From an optimization exercise on the open Yosys and OpenROAD flow, aimed at small area, a short achievable clock period and few clock cycles; shortcuts taken in it are not production practice. RTL that was checked went through simulation tests only; none was proved equivalent to the original. Power figures rest on the tool's default switching activity, not on a simulated workload.

==> flow/design.v <==
module pyfpga_codec (
    input  wire        clk,
    input  wire        rst,           
    input  wire        cmd_valid,
    input  wire [49:0] cmd_word,      
    output wire        cmd_ready,
    output wire        rsp_valid,
    output wire [2:0]  rsp_status,
    output wire [31:0] rsp_data,
    output wire        tx_valid,
    output wire [7:0]  tx_data,
    output wire        link_poll,
    input  wire [7:0]  link_avail,
    output wire        rx_pop,
    input  wire [7:0]  rx_byte
);
    localparam [3:0] POLL_LAST = 4'd9;    
    reg         ready;        
    reg         txv;          
    reg         poll;         
    reg         pop;          
    reg         rspv;         
    reg  [3:0]  cnt;          
    reg         vphase;       
    reg  [1:0]  op;
    reg  [47:0] cmd;          
    reg  [7:0]  txq;
    reg         err;          
    reg         mism;         
    reg  [2:0]  status;
    reg  [31:0] racc;
    wire        op_ok    = cmd_word[49] | cmd_word[48];
    wire        accept   = cmd_valid & ready & op_ok;
    wire        is_wv    = op[1] & op[0];
    wire        zd       = ~op[1] | vphase;       
    wire        avail_ok = (|link_avail[7:3]) | (&link_avail[2:0]);
    wire        last     = (cnt[2:0] == 3'd6);
    wire [6:0]  b0 = {1'b0, cmd[47:42]};
    wire [6:0]  b1 = cmd[41:35];
    wire [6:0]  b2 = cmd[34:28];
    wire [6:0]  b3 = cmd[27:21];
    wire [6:0]  b4 = cmd[20:14];
    wire [6:0]  b5 = cmd[13:7];
    wire [6:0]  b6 = cmd[6:0];
    wire [2:0]  nidx = txv ? (cnt[2:0] + 3'd1) : 3'd0;
    reg  [6:0]  nbyte;
    always @(*) begin
        case (nidx)
            3'd0:    nbyte = b0;
            3'd1:    nbyte = b1;
            3'd2:    nbyte = zd ? {b2[6:4], 4'b0000} : b2;
            3'd3:    nbyte = zd ? 7'd0 : b3;
            3'd4:    nbyte = zd ? 7'd0 : b4;
            3'd5:    nbyte = zd ? 7'd0 : b5;
            default: nbyte = zd ? 7'd0 : b6;
        endcase
    end
    reg  [6:0]  wexp, wmask;
    always @(*) begin
        case (cnt[2:0])
            3'd2:    begin wexp = b2; wmask = 7'b0001111; end
            3'd3:    begin wexp = b3; wmask = 7'b1111111; end
            3'd4:    begin wexp = b4; wmask = 7'b1111111; end
            3'd5:    begin wexp = b5; wmask = 7'b1111111; end
            3'd6:    begin wexp = b6; wmask = 7'b1111111; end
            default: begin wexp = b6; wmask = 7'b0000000; end
        endcase
    end
    wire        err_n  = err | (rx_byte[7] ^ cnt[0]);
    wire        mism_n = mism | (|((rx_byte[6:0] ^ wexp) & wmask));
    wire        rx_end   = pop & last;
    wire        rb_start = rx_end & is_wv & ~vphase & ~err_n;
    wire        timeout  = poll & ~avail_ok & (cnt == POLL_LAST);
    wire        finish   = timeout | (rx_end & ~rb_start);
    always @(posedge clk) begin
        if (rst) begin
            ready <= 1'b1;
            txv   <= 1'b0;
            poll  <= 1'b0;
            pop   <= 1'b0;
            rspv  <= 1'b0;
        end else begin
            ready <= ready ? ~accept : finish;
            txv   <= accept | (txv & ~last) | rb_start;
            poll  <= (txv & last) | (poll & ~avail_ok & ~(cnt == POLL_LAST));
            pop   <= (poll & avail_ok) | (pop & ~last);
            rspv  <= finish;
        end
    end
    always @(posedge clk) begin
        if (ready | ((txv | pop) & last) | (poll & avail_ok))
            cnt <= 4'd0;
        else
            cnt <= cnt + 4'd1;
        if (ready)
            vphase <= 1'b0;
        else if (rb_start)
            vphase <= 1'b1;
        if (ready) begin
            op  <= cmd_word[49:48];
            cmd <= cmd_word[47:0];
            txq <= {1'b0, cmd_word[49], cmd_word[47:42]};
        end else begin
            txq <= {nidx[0], nbyte};
        end
        if (poll) begin
            err    <= 1'b0;
            mism   <= 1'b0;
            status <= 3'd3;
        end else if (pop) begin
            err    <= err_n;
            mism   <= mism_n;
            status <= {vphase & ~err_n & mism_n, err_n, 1'b0};
        end
        if (pop)
            racc <= {racc[24:0], rx_byte[6:0]};
    end
    assign cmd_ready  = ready;
    assign rsp_valid  = rspv;
    assign rsp_status = status;
    assign rsp_data   = racc;
    assign tx_valid   = txv;
    assign tx_data    = txq;
    assign link_poll  = poll;
    assign rx_pop     = pop;
endmodule
clock: 4.5 ns
lec_check: 0
cap_margin: 20
core_margin: 2
core_utilization: 40
place_density: 0.6
slew_margin: 20
run.sh (not shown) runs the stock make flow with config.mk's settings and CLKGATE_MAP_FILE= SYNTH_SCRIPT=/design/flow/synth_recipe.tcl, a recipe that flattens the netlist after the stock synthesis.
Testbench counts at the start, summed over its fixed seeds: cycles 68,159.
Change:
==> flow/design.v (replaced) <==
module pyfpga_codec (
    input  wire        clk,
    input  wire        rst,           
    input  wire        cmd_valid,
    input  wire [49:0] cmd_word,      
    output wire        cmd_ready,
    output wire        rsp_valid,
    output wire [2:0]  rsp_status,
    output wire [31:0] rsp_data,
    output wire        tx_valid,
    output wire [7:0]  tx_data,
    output wire        link_poll,
    input  wire [7:0]  link_avail,
    output wire        rx_pop,
    input  wire [7:0]  rx_byte
);
    localparam [3:0] POLL_LAST = 4'd9;    
    reg         ready;        
    reg         txv;          
    reg         poll;         
    reg         pop;          
    reg         rspv;         
    reg  [3:0]  cnt;          
    reg         vphase;       
    reg  [1:0]  op;
    reg  [12:0] ahi;          
    reg  [34:0] pl;           
    reg  [7:0]  txq;
    reg         err;          
    reg         mism;         
    reg  [2:0]  status;
    wire        op_ok    = cmd_word[49] | cmd_word[48];
    wire        accept   = cmd_valid & ready & op_ok;
    wire        is_wv    = op[1] & op[0];
    wire        zd       = ~op[1] | vphase;       
    wire        avail_ok = (|link_avail[7:3]) | (&link_avail[2:0]);
    wire        last     = (cnt[2:0] == 3'd6);
    wire [2:0]  nidx = txv ? (cnt[2:0] + 3'd1) : 3'd0;
    reg  [6:0]  nbyte;
    always @(*) begin
        case (nidx)
            3'd0:    nbyte = {1'b0, ahi[12:7]};
            3'd1:    nbyte = ahi[6:0];
            3'd2:    nbyte = zd ? {pl[34:32], 4'b0000} : pl[34:28];
            default: nbyte = zd ? 7'd0 : pl[34:28];
        endcase
    end
    wire [2:0]  sidx   = txv ? nidx : cnt[2:0];
    wire        pl_mv  = (txv | pop) & (sidx >= 3'd2) & (sidx <= 3'd6);
    wire        pl_in  = pop & zd;                 
    wire [6:0]  pl_low = pl_in ? rx_byte[6:0] : pl[34:28];
    wire [6:0]  wmask  = (cnt[2:0] == 3'd2) ? 7'b0001111 : 7'b1111111;
    wire        cmp    = vphase & (cnt[2:0] >= 3'd2);
    wire        err_n  = err | (rx_byte[7] ^ cnt[0]);
    wire        mism_n = mism | (cmp & (|((rx_byte[6:0] ^ pl[34:28]) & wmask)));
    wire        rx_end   = pop & last;
    wire        rb_start = rx_end & is_wv & ~vphase & ~err_n;
    wire        timeout  = poll & ~avail_ok & (cnt == POLL_LAST);
    wire        finish   = timeout | (rx_end & ~rb_start);
    always @(posedge clk) begin
        if (rst) begin
            ready <= 1'b1;
            txv   <= 1'b0;
            poll  <= 1'b0;
            pop   <= 1'b0;
            rspv  <= 1'b0;
        end else begin
            ready <= ready ? ~accept : finish;
            txv   <= accept | (txv & ~last) | rb_start;
            poll  <= (txv & last) | (poll & ~avail_ok & ~(cnt == POLL_LAST));
            pop   <= (poll & avail_ok) | (pop & ~last);
            rspv  <= finish;
        end
    end
    always @(posedge clk) begin
        if (ready | ((txv | pop) & last) | (poll & avail_ok))
            cnt <= 4'd0;
        else
            cnt <= cnt + 4'd1;
        if (ready)
            vphase <= 1'b0;
        else if (rb_start)
            vphase <= 1'b1;
        if (ready) begin
            op  <= cmd_word[49:48];
            ahi <= cmd_word[47:35];
            pl  <= cmd_word[34:0];
            txq <= {1'b0, cmd_word[49], cmd_word[47:42]};
        end else begin
            if (pl_mv)
                pl <= {pl[27:0], pl_low};
            txq <= {nidx[0], nbyte};
        end
        if (poll) begin
            err    <= 1'b0;
            mism   <= 1'b0;
            status <= 3'd3;
        end else if (pop) begin
            err    <= err_n;
            mism   <= mism_n;
            status <= {~err_n & mism_n, err_n, 1'b0};
        end
    end
    assign cmd_ready  = ready;
    assign rsp_valid  = rspv;
    assign rsp_status = status;
    assign rsp_data   = pl[31:0];
    assign tx_valid   = txv;
    assign tx_data    = txq;
    assign link_poll  = poll;
    assign rx_pop     = pop;
endmodule
What happened: Worst setup slack is better by 390 ps; worst hold slack improved by 9.5 ps; die area decreases by 18%; count of clock-buffer cells in the layout fell by 1; cell count came out lower by 17%; clock skew barely changes; first-iteration DRC count falls by 52%; area after synthesis went down by 19%; final area went down by 18%; routed wire length fell by 22%.
The RTL of the second run of this note was laid out without a check of its function.


pyfpga_codec, a different RTL version from the one above (not shown whole).
Size: roughly 290 cells after synthesis, ~74 flip-flops, roughly 120 I/O pins, about 3100 µm² of cells after synthesis.
==> module pyfpga_codec, before the edit <==
module pyfpga_codec (
    input  wire        clk,
    input  wire        rst,           
    input  wire        cmd_valid,
    input  wire [49:0] cmd_word,      
    output wire        cmd_ready,
    output wire        rsp_valid,
    output wire [2:0]  rsp_status,
    output wire [31:0] rsp_data,
    output wire        tx_valid,
    output wire [7:0]  tx_data,
    output wire        link_poll,
    input  wire [7:0]  link_avail,
    output wire        rx_pop,
    input  wire [7:0]  rx_byte
);
    reg         ready;        
    reg         txv;          
    reg         poll;         
    reg         pop;          
    reg         rspv;         
    reg  [3:0]  cnt;          
    reg         vphase;       
    reg         plst;         
    reg         rxl;          
    reg         mv;           
    reg  [1:0]  op;
    reg  [12:0] ahi;          
    reg  [2:0]  pa;           
    reg  [31:0] pd;           
    reg  [7:0]  txq;
    reg  [2:0]  st;
    wire        op_ok    = cmd_word[49] | cmd_word[48];
    wire        accept   = cmd_valid & ready & op_ok;
    wire        wvw      = op[1] & op[0] & ~vphase;   
    wire        zd       = ~op[1] | vphase;           
    wire        av_hi0, av_mid0, av_lo0, avail_ok;
    pyfpga_codec_nor3  u_av_hi  (.a(link_avail[7]), .b(link_avail[6]), .c(link_avail[5]), .y(av_hi0));
    pyfpga_codec_nor2  u_av_mid (.a(link_avail[4]), .b(link_avail[3]), .y(av_mid0));
    pyfpga_codec_nand3 u_av_lo  (.a(link_avail[2]), .b(link_avail[1]), .c(link_avail[0]), .y(av_lo0));
    pyfpga_codec_nand3 u_av     (.a(av_hi0), .b(av_mid0), .c(av_lo0), .y(avail_ok));
    wire        tx_last  = (cnt[2:0] == 3'd7);
    wire        rx_last  = (cnt[2:0] == 3'd6);
    wire [2:0]  nidx = cnt[2:0] & {3{txv}};
    reg  [6:0]  nbyte;
    always @(*) begin
        case (nidx)
            3'd0:    nbyte = {1'b0, ahi[12:7]};
            3'd1:    nbyte = ahi[6:0];
            3'd2:    nbyte = zd ? {pa, 4'b0000} : {pa, pd[31:28]};
            default: nbyte = zd ? 7'd0 : {pa, pd[31:28]};
        endcase
    end
    wire        pl_in  = pop & zd;
    wire [6:0]  pl_low = pl_in ? rx_byte[6:0] : {pa, pd[31:28]};
    wire [34:0] pl_sh  = {pd[27:0], pl_low};
    wire [34:0] pl_nx  = ready ? cmd_word[34:0] : pl_sh;
    wire [34:0] pl_d;
    wire        pl_ld  = ready | mv;
    assign pl_d[34:32] = pl_ld ? pl_nx[34:32] : pa;
    genvar i;
    generate
        for (i = 0; i < 32; i = i + 1) begin : g_pl
            pyfpga_codec_mux3 u_next (.q(pd[i]), .sh(pl_sh[i]), .ld(cmd_word[i]),
                                      .mv(pl_ld), .sel_ld(ready), .y(pl_d[i]));
        end
    endgenerate
    wire        bad    = rx_byte[7] ^ cnt[0];      
    wire        err_n  = st[1] | bad;
    wire [6:0]  dx     = rx_byte[6:0] ^ {pa, pd[31:28]};
    wire        cml    = vphase & (cnt[2] | cnt[1]);                
    wire        cmh    = vphase & (cnt[2] | (cnt[1] & cnt[0]));     
    wire        diff   = (cmh & (|dx[6:4])) | (cml & (|dx[3:0]));
    wire [2:0]  st_nx = poll ? {1'b0, ~avail_ok, ~avail_ok} : {(st[2] | diff) & ~err_n, err_n, 1'b0};
    wire [2:0]  st_d;
    wire        st_ld  = poll | pop;
    generate
        for (i = 0; i < 3; i = i + 1) begin : g_st
            pyfpga_codec_mux2 u_hold (.a(st[i]), .b(st_nx[i]), .s(st_ld), .y(st_d[i]));
        end
    endgenerate
    wire        rb_ok    = rxl & wvw & ~st[1] & ~rx_byte[7];    
    wire        finish   = (plst & ~avail_ok) | (rxl & ~rb_ok);
    always @(posedge clk) begin
        if (rst) begin
            ready <= 1'b1;
            txv   <= 1'b0;
            poll  <= 1'b0;
            pop   <= 1'b0;
            rspv  <= 1'b0;
            plst  <= 1'b0;
            rxl   <= 1'b0;
        end else begin
            ready <= ready ? ~accept : finish;
            txv   <= accept | (txv & ~tx_last) | rb_ok;
            poll  <= (txv & tx_last) | (poll & ~plst & ~avail_ok);
            pop   <= (poll & avail_ok) | (pop & ~rx_last);
            rspv  <= finish;
            plst  <= poll & (cnt == 4'd8);
            rxl   <= pop & (cnt[2:0] == 3'd5);
        end
    end
    always @(posedge clk) begin
        if (ready | (pop & rx_last))
            cnt <= 4'd1;
        else if ((txv & tx_last) | (poll & avail_ok))
            cnt <= 4'd0;
        else
            cnt <= cnt + 4'd1;
        mv   <= (txv | pop) & (cnt[2:0] >= 3'd1) & (cnt[2:0] <= 3'd5);
        if (ready)
            vphase <= 1'b0;
        else if (rb_ok)
            vphase <= 1'b1;
        pa <= pl_d[34:32];
        pd <= pl_d[31:0];
        if (ready) begin
            op  <= cmd_word[49:48];
            ahi <= cmd_word[47:35];
            txq <= {1'b0, cmd_word[49], cmd_word[47:42]};
        end else begin
            txq <= {nidx[0], nbyte};
        end
        st <= st_d;
    end
    assign cmd_ready  = ready;
    assign rsp_valid  = rspv;
    assign rsp_status = st;
    assign rsp_data   = pd;
    assign tx_valid   = txv;
    assign tx_data    = txq;
    assign link_poll  = poll;
    assign rx_pop     = pop;
endmodule
==> module pyfpga_codec_mux2, before the edit <==
module pyfpga_codec_mux2 (input wire a, input wire b, input wire s, output wire y);
    assign y = s ? b : a;
endmodule
clock: 4.5 ns
lec_check: 0
cap_margin: 20
core_margin: 2
core_utilization: 40
place_density: 0.6
setup_slack_margin: 2.72
slew_margin: 20
synth_hierarchical: 1
synth_minimum_keep_size: 0
standard.sh (not shown) runs the stock make flow with config.mk's settings and CLKGATE_MAP_FILE= SYNTH_SCRIPT=/design/flow/synth_recipe.tcl, a recipe that flattens the netlist after the stock synthesis.
==> flow/flow/run.sh <==
#!/bin/bash
set -euo pipefail
bash standard.sh "BUFFER_PORTS_ARGS=-buffer_cell sky130_fd_sc_hd__buf_1" finish > standard_flow.log 2>&1
Edit:
--- a/flow/design.v
+++ b/flow/design.v
@@ -73,11 +73,4 @@
     wire        diff   = (cmh & (|dx[6:4])) | (cml & (|dx[3:0]));
     wire [2:0]  st_nx = poll ? {1'b0, ~avail_ok, ~avail_ok} : {(st[2] | diff) & ~err_n, err_n, 1'b0};
-    wire [2:0]  st_d;
-    wire        st_ld  = poll | pop;
-    generate
-        for (i = 0; i < 3; i = i + 1) begin : g_st
-            pyfpga_codec_mux2 u_hold (.a(st[i]), .b(st_nx[i]), .s(st_ld), .y(st_d[i]));
-        end
-    endgenerate
     wire        rb_ok    = rxl & wvw & ~st[1] & ~rx_byte[7];    
     wire        finish   = (plst & ~avail_ok) | (rxl & ~rb_ok);
@@ -122,5 +115,5 @@
             txq <= {nidx[0], nbyte};
         end
-        st <= st_d;
+        st <= st_nx;
     end
     assign cmd_ready  = ready;
@@ -152,5 +145,2 @@
     assign y = mv ? (sel_ld ? ld : sh) : q;
 endmodule
-module pyfpga_codec_mux2 (input wire a, input wire b, input wire s, output wire y);
-    assign y = s ? b : a;
-endmodule
After rerunning: The changed run finished clean. Design area decreases by a few percent. Synthesized cell count decreases slightly. Clock-buffer cell count decreases by 1. Combinational power decreases by a little under a tenth. Via count decreases by a few percent. Clock skew increases by 0.0075 ns.
Testbench counts after the change, summed over its fixed seeds: cycles 68,159.
Function not checked in the first run of this note: the RTL went through the layout flow alone.


Another version of the RTL of pyfpga_codec (not shown whole).
Size in the first run: roughly 280 cells after synthesis, roughly 75 flip-flops, ~120 I/O pins.
==> module pyfpga_codec, before the edit <==
module pyfpga_codec (
    input  wire        clk,
    input  wire        rst,           
    input  wire        cmd_valid,
    input  wire [49:0] cmd_word,      
    output wire        cmd_ready,
    output wire        rsp_valid,
    output wire [2:0]  rsp_status,
    output wire [31:0] rsp_data,
    output wire        tx_valid,
    output wire [7:0]  tx_data,
    output wire        link_poll,
    input  wire [7:0]  link_avail,
    output wire        rx_pop,
    input  wire [7:0]  rx_byte
);
    reg         ready;        
    reg         txv;          
    reg         poll;         
    reg         pop;          
    reg         rspv;         
    reg  [3:0]  cnt;          
    reg         vphase;       
    reg         plst;         
    reg         rxl;          
    reg         cml, cmh;     
    reg  [1:0]  op;
    reg  [12:0] ahi;          
    reg  [34:0] pl;           
    reg  [7:0]  txq;
    reg  [2:0]  st;
    wire        op_ok    = cmd_word[49] | cmd_word[48];
    wire        accept   = cmd_valid & ready & op_ok;
    wire        wvw      = op[1] & op[0] & ~vphase;   
    wire        zd       = ~op[1] | vphase;           
    wire        avail_ok = (|link_avail[7:3]) | (&link_avail[2:0]);
    wire        last     = (cnt[2:0] == 3'd6);
    wire [2:0]  nidx = txv ? (cnt[2:0] + 3'd1) : 3'd0;
    reg  [6:0]  nbyte;
    always @(*) begin
        case (nidx)
            3'd0:    nbyte = {1'b0, ahi[12:7]};
            3'd1:    nbyte = ahi[6:0];
            3'd2:    nbyte = zd ? {pl[34:32], 4'b0000} : pl[34:28];
            default: nbyte = zd ? 7'd0 : pl[34:28];
        endcase
    end
    wire [2:0]  sidx   = txv ? nidx : cnt[2:0];
    wire        pl_mv  = (txv | pop) & (sidx >= 3'd2) & (sidx <= 3'd6);
    wire        pl_in  = pop & zd;                 
    wire [6:0]  pl_low = pl_in ? rx_byte[6:0] : pl[34:28];
    wire        bad    = rx_byte[7] ^ cnt[0];      
    wire        err_n  = st[1] | bad;
    wire [6:0]  dx     = rx_byte[6:0] ^ pl[34:28];
    wire        diff   = (cmh & (|dx[6:4])) | (cml & (|dx[3:0]));
    wire        rb_ok    = rxl & wvw & ~st[1] & ~rx_byte[7];    
    wire        finish   = (plst & ~avail_ok) | (rxl & ~rb_ok);
    always @(posedge clk) begin
        if (rst) begin
            ready <= 1'b1;
            txv   <= 1'b0;
            poll  <= 1'b0;
            pop   <= 1'b0;
            rspv  <= 1'b0;
            plst  <= 1'b0;
            rxl   <= 1'b0;
        end else begin
            ready <= ready ? ~accept : finish;
            txv   <= accept | (txv & ~last) | rb_ok;
            poll  <= (txv & last) | (poll & ~plst & ~avail_ok);
            pop   <= (poll & avail_ok) | (pop & ~last);
            rspv  <= finish;
            plst  <= poll & (cnt == 4'd8);
            rxl   <= pop & (cnt[2:0] == 3'd5);
        end
    end
    always @(posedge clk) begin
        if (ready | ((txv | pop) & last) | (poll & avail_ok))
            cnt <= 4'd0;
        else
            cnt <= cnt + 4'd1;
        cml  <= vphase & pop & (cnt[2:0] >= 3'd1) & (cnt[2:0] <= 3'd5);
        cmh  <= vphase & pop & (cnt[2:0] >= 3'd2) & (cnt[2:0] <= 3'd5);
        if (ready)
            vphase <= 1'b0;
        else if (rb_ok)
            vphase <= 1'b1;
        if (ready) begin
            op  <= cmd_word[49:48];
            ahi <= cmd_word[47:35];
            pl  <= cmd_word[34:0];
            txq <= {1'b0, cmd_word[49], cmd_word[47:42]};
        end else begin
            if (pl_mv)
                pl <= {pl[27:0], pl_low};
            txq <= {nidx[0], nbyte};
        end
        if (poll) begin
            st <= {1'b0, ~avail_ok, ~avail_ok};
        end else if (pop) begin
            st <= {(st[2] | diff) & ~err_n, err_n, 1'b0};
        end
    end
    assign cmd_ready  = ready;
    assign rsp_valid  = rspv;
    assign rsp_status = st;
    assign rsp_data   = pl[31:0];
    assign tx_valid   = txv;
    assign tx_data    = txq;
    assign link_poll  = poll;
    assign rx_pop     = pop;
endmodule
clock: 4.5 ns
lec_check: 0
cap_margin: 20
core_margin: 2
core_utilization: 40
place_density: 0.6
setup_slack_margin: 2.9
slew_margin: 20
run.sh (not shown) runs the stock make flow with config.mk's settings and CLKGATE_MAP_FILE= SYNTH_SCRIPT=/design/flow/synth_recipe.tcl, a recipe that flattens the netlist after the stock synthesis.
Stock flow here: none of the scripts above is used.
Next try:
==> flow/design.v (replaced) <==
module pyfpga_codec (
    input  wire        clk,
    input  wire        rst,           
    input  wire        cmd_valid,
    input  wire [49:0] cmd_word,      
    output wire        cmd_ready,
    output wire        rsp_valid,
    output wire [2:0]  rsp_status,
    output wire [31:0] rsp_data,
    output wire        tx_valid,
    output wire [7:0]  tx_data,
    output wire        link_poll,
    input  wire [7:0]  link_avail,
    output wire        rx_pop,
    input  wire [7:0]  rx_byte
);
    localparam [3:0] POLL_LAST = 4'd9;    
    reg         ready;        
    reg         txv;          
    reg         poll;         
    reg         pop;          
    reg         rspv;         
    reg  [3:0]  cnt;          
    reg         vphase;       
    reg  [1:0]  op;
    reg  [12:0] ahi;          
    reg  [34:0] pl;           
    reg  [7:0]  txq;
    reg         err;          
    reg         mism;         
    reg  [2:0]  status;
    wire        op_ok    = cmd_word[49] | cmd_word[48];
    wire        accept   = cmd_valid & ready & op_ok;
    wire        is_wv    = op[1] & op[0];
    wire        zd       = ~op[1] | vphase;       
    wire        avail_ok = (|link_avail[7:3]) | (&link_avail[2:0]);
    wire        last     = (cnt[2:0] == 3'd6);
    wire [2:0]  nidx = txv ? (cnt[2:0] + 3'd1) : 3'd0;
    reg  [6:0]  nbyte;
    always @(*) begin
        case (nidx)
            3'd0:    nbyte = {1'b0, ahi[12:7]};
            3'd1:    nbyte = ahi[6:0];
            3'd2:    nbyte = zd ? {pl[34:32], 4'b0000} : pl[34:28];
            default: nbyte = zd ? 7'd0 : pl[34:28];
        endcase
    end
    wire [2:0]  sidx   = txv ? nidx : cnt[2:0];
    wire        pl_mv  = (txv | pop) & (sidx >= 3'd2) & (sidx <= 3'd6);
    wire        pl_in  = pop & zd;                 
    wire [6:0]  pl_low = pl_in ? rx_byte[6:0] : pl[34:28];
    wire [6:0]  wmask  = (cnt[2:0] == 3'd2) ? 7'b0001111 : 7'b1111111;
    wire        cmp    = vphase & (cnt[2:0] >= 3'd2);
    wire        err_n  = err | (rx_byte[7] ^ cnt[0]);
    wire        mism_n = mism | (cmp & (|((rx_byte[6:0] ^ pl[34:28]) & wmask)));
    wire        rx_end   = pop & last;
    wire        rb_start = rx_end & is_wv & ~vphase & ~err_n;
    wire        timeout  = poll & ~avail_ok & (cnt == POLL_LAST);
    wire        finish   = timeout | (rx_end & ~rb_start);
    always @(posedge clk) begin
        if (rst) begin
            ready <= 1'b1;
            txv   <= 1'b0;
            poll  <= 1'b0;
            pop   <= 1'b0;
            rspv  <= 1'b0;
        end else begin
            ready <= ready ? ~accept : finish;
            txv   <= accept | (txv & ~last) | rb_start;
            poll  <= (txv & last) | (poll & ~avail_ok & ~(cnt == POLL_LAST));
            pop   <= (poll & avail_ok) | (pop & ~last);
            rspv  <= finish;
        end
    end
    always @(posedge clk) begin
        if (ready | ((txv | pop) & last) | (poll & avail_ok))
            cnt <= 4'd0;
        else
            cnt <= cnt + 4'd1;
        if (ready)
            vphase <= 1'b0;
        else if (rb_start)
            vphase <= 1'b1;
        if (ready) begin
            op  <= cmd_word[49:48];
            ahi <= cmd_word[47:35];
            pl  <= cmd_word[34:0];
            txq <= {1'b0, cmd_word[49], cmd_word[47:42]};
        end else begin
            if (pl_mv)
                pl <= {pl[27:0], pl_low};
            txq <= {nidx[0], nbyte};
        end
        if (poll) begin
            err    <= 1'b0;
            mism   <= 1'b0;
            status <= 3'd3;
        end else if (pop) begin
            err    <= err_n;
            mism   <= mism_n;
            status <= {~err_n & mism_n, err_n, 1'b0};
        end
    end
    assign cmd_ready  = ready;
    assign rsp_valid  = rspv;
    assign rsp_status = status;
    assign rsp_data   = pl[31:0];
    assign tx_valid   = txv;
    assign tx_data    = txq;
    assign link_poll  = poll;
    assign rx_pop     = pop;
endmodule
Maximum frequency came out higher by 0.63%; final area came out lower by 3.8%; hold slack is worse by 0.011 ns; critical path depth came out higher by 1; non-clock buffer count came out lower by 9; utilization came out lower by 2.0 points; routed wire length came out lower by 7.3%; sequential share of layout area came out higher by 0.48 points; sequential cell count came out lower by 2; final cell count came out lower by 3.4%; worst setup slack is better by 0.013 ns; via count came out lower by 5.9%; total power came out lower by 7.3%.
No run of this note included a check of the RTL's function; only the layout flow was run.

==> afterwards: timing with drivers on the ports <==
Ports are ideal in the flow. The routed layouts listed here were re-timed in OpenROAD. Step 1 assumes that a clkbuf_16 drives the clock port and a buf_2 every other input. Step 2 moves the port delays by t, midway between the first and last clock arrival at a register: inputs arrive t later, outputs are due t later. That takes back most of the time a late clock gives input paths. Slacks: ideal ports / drivers / drivers and shift; pairs: ideal ports / drivers.
| run | t, ns | slack for setup (ns) | worst register clock-pin slew, ns | cell pins on the clock port's net |
|---|---|---|---|---|
| the first run of note 1 | 0.387 | 1.649 / 1.614 / 1.488 | 0.10 / 0.10 | 1 |
| the second run of note 1 | 0.366 | 2.044 / 2.013 / 1.735 | 0.08 / 0.08 | 1 |
| the first run of note 2 | 0.368 | 2.722 / 2.692 / 2.419 | 0.07 / 0.07 | 1 |
| the second run of note 2 | 0.358 | 2.721 / 2.689 / 2.660 | 0.08 / 0.08 | 1 |
| the first run of note 3 | 0.376 | 2.484 / 2.482 / 2.106 | 0.08 / 0.08 | 1 |
| the second run of note 3 | 0.373 | 2.497 / 2.494 / 2.120 | 0.08 / 0.08 | 1 |
After both steps setup and hold are still met in every run listed. The setup slack of the first run of note 3, which loses most, moves by -0.002 ns with the drivers and by -0.378 ns with both steps.
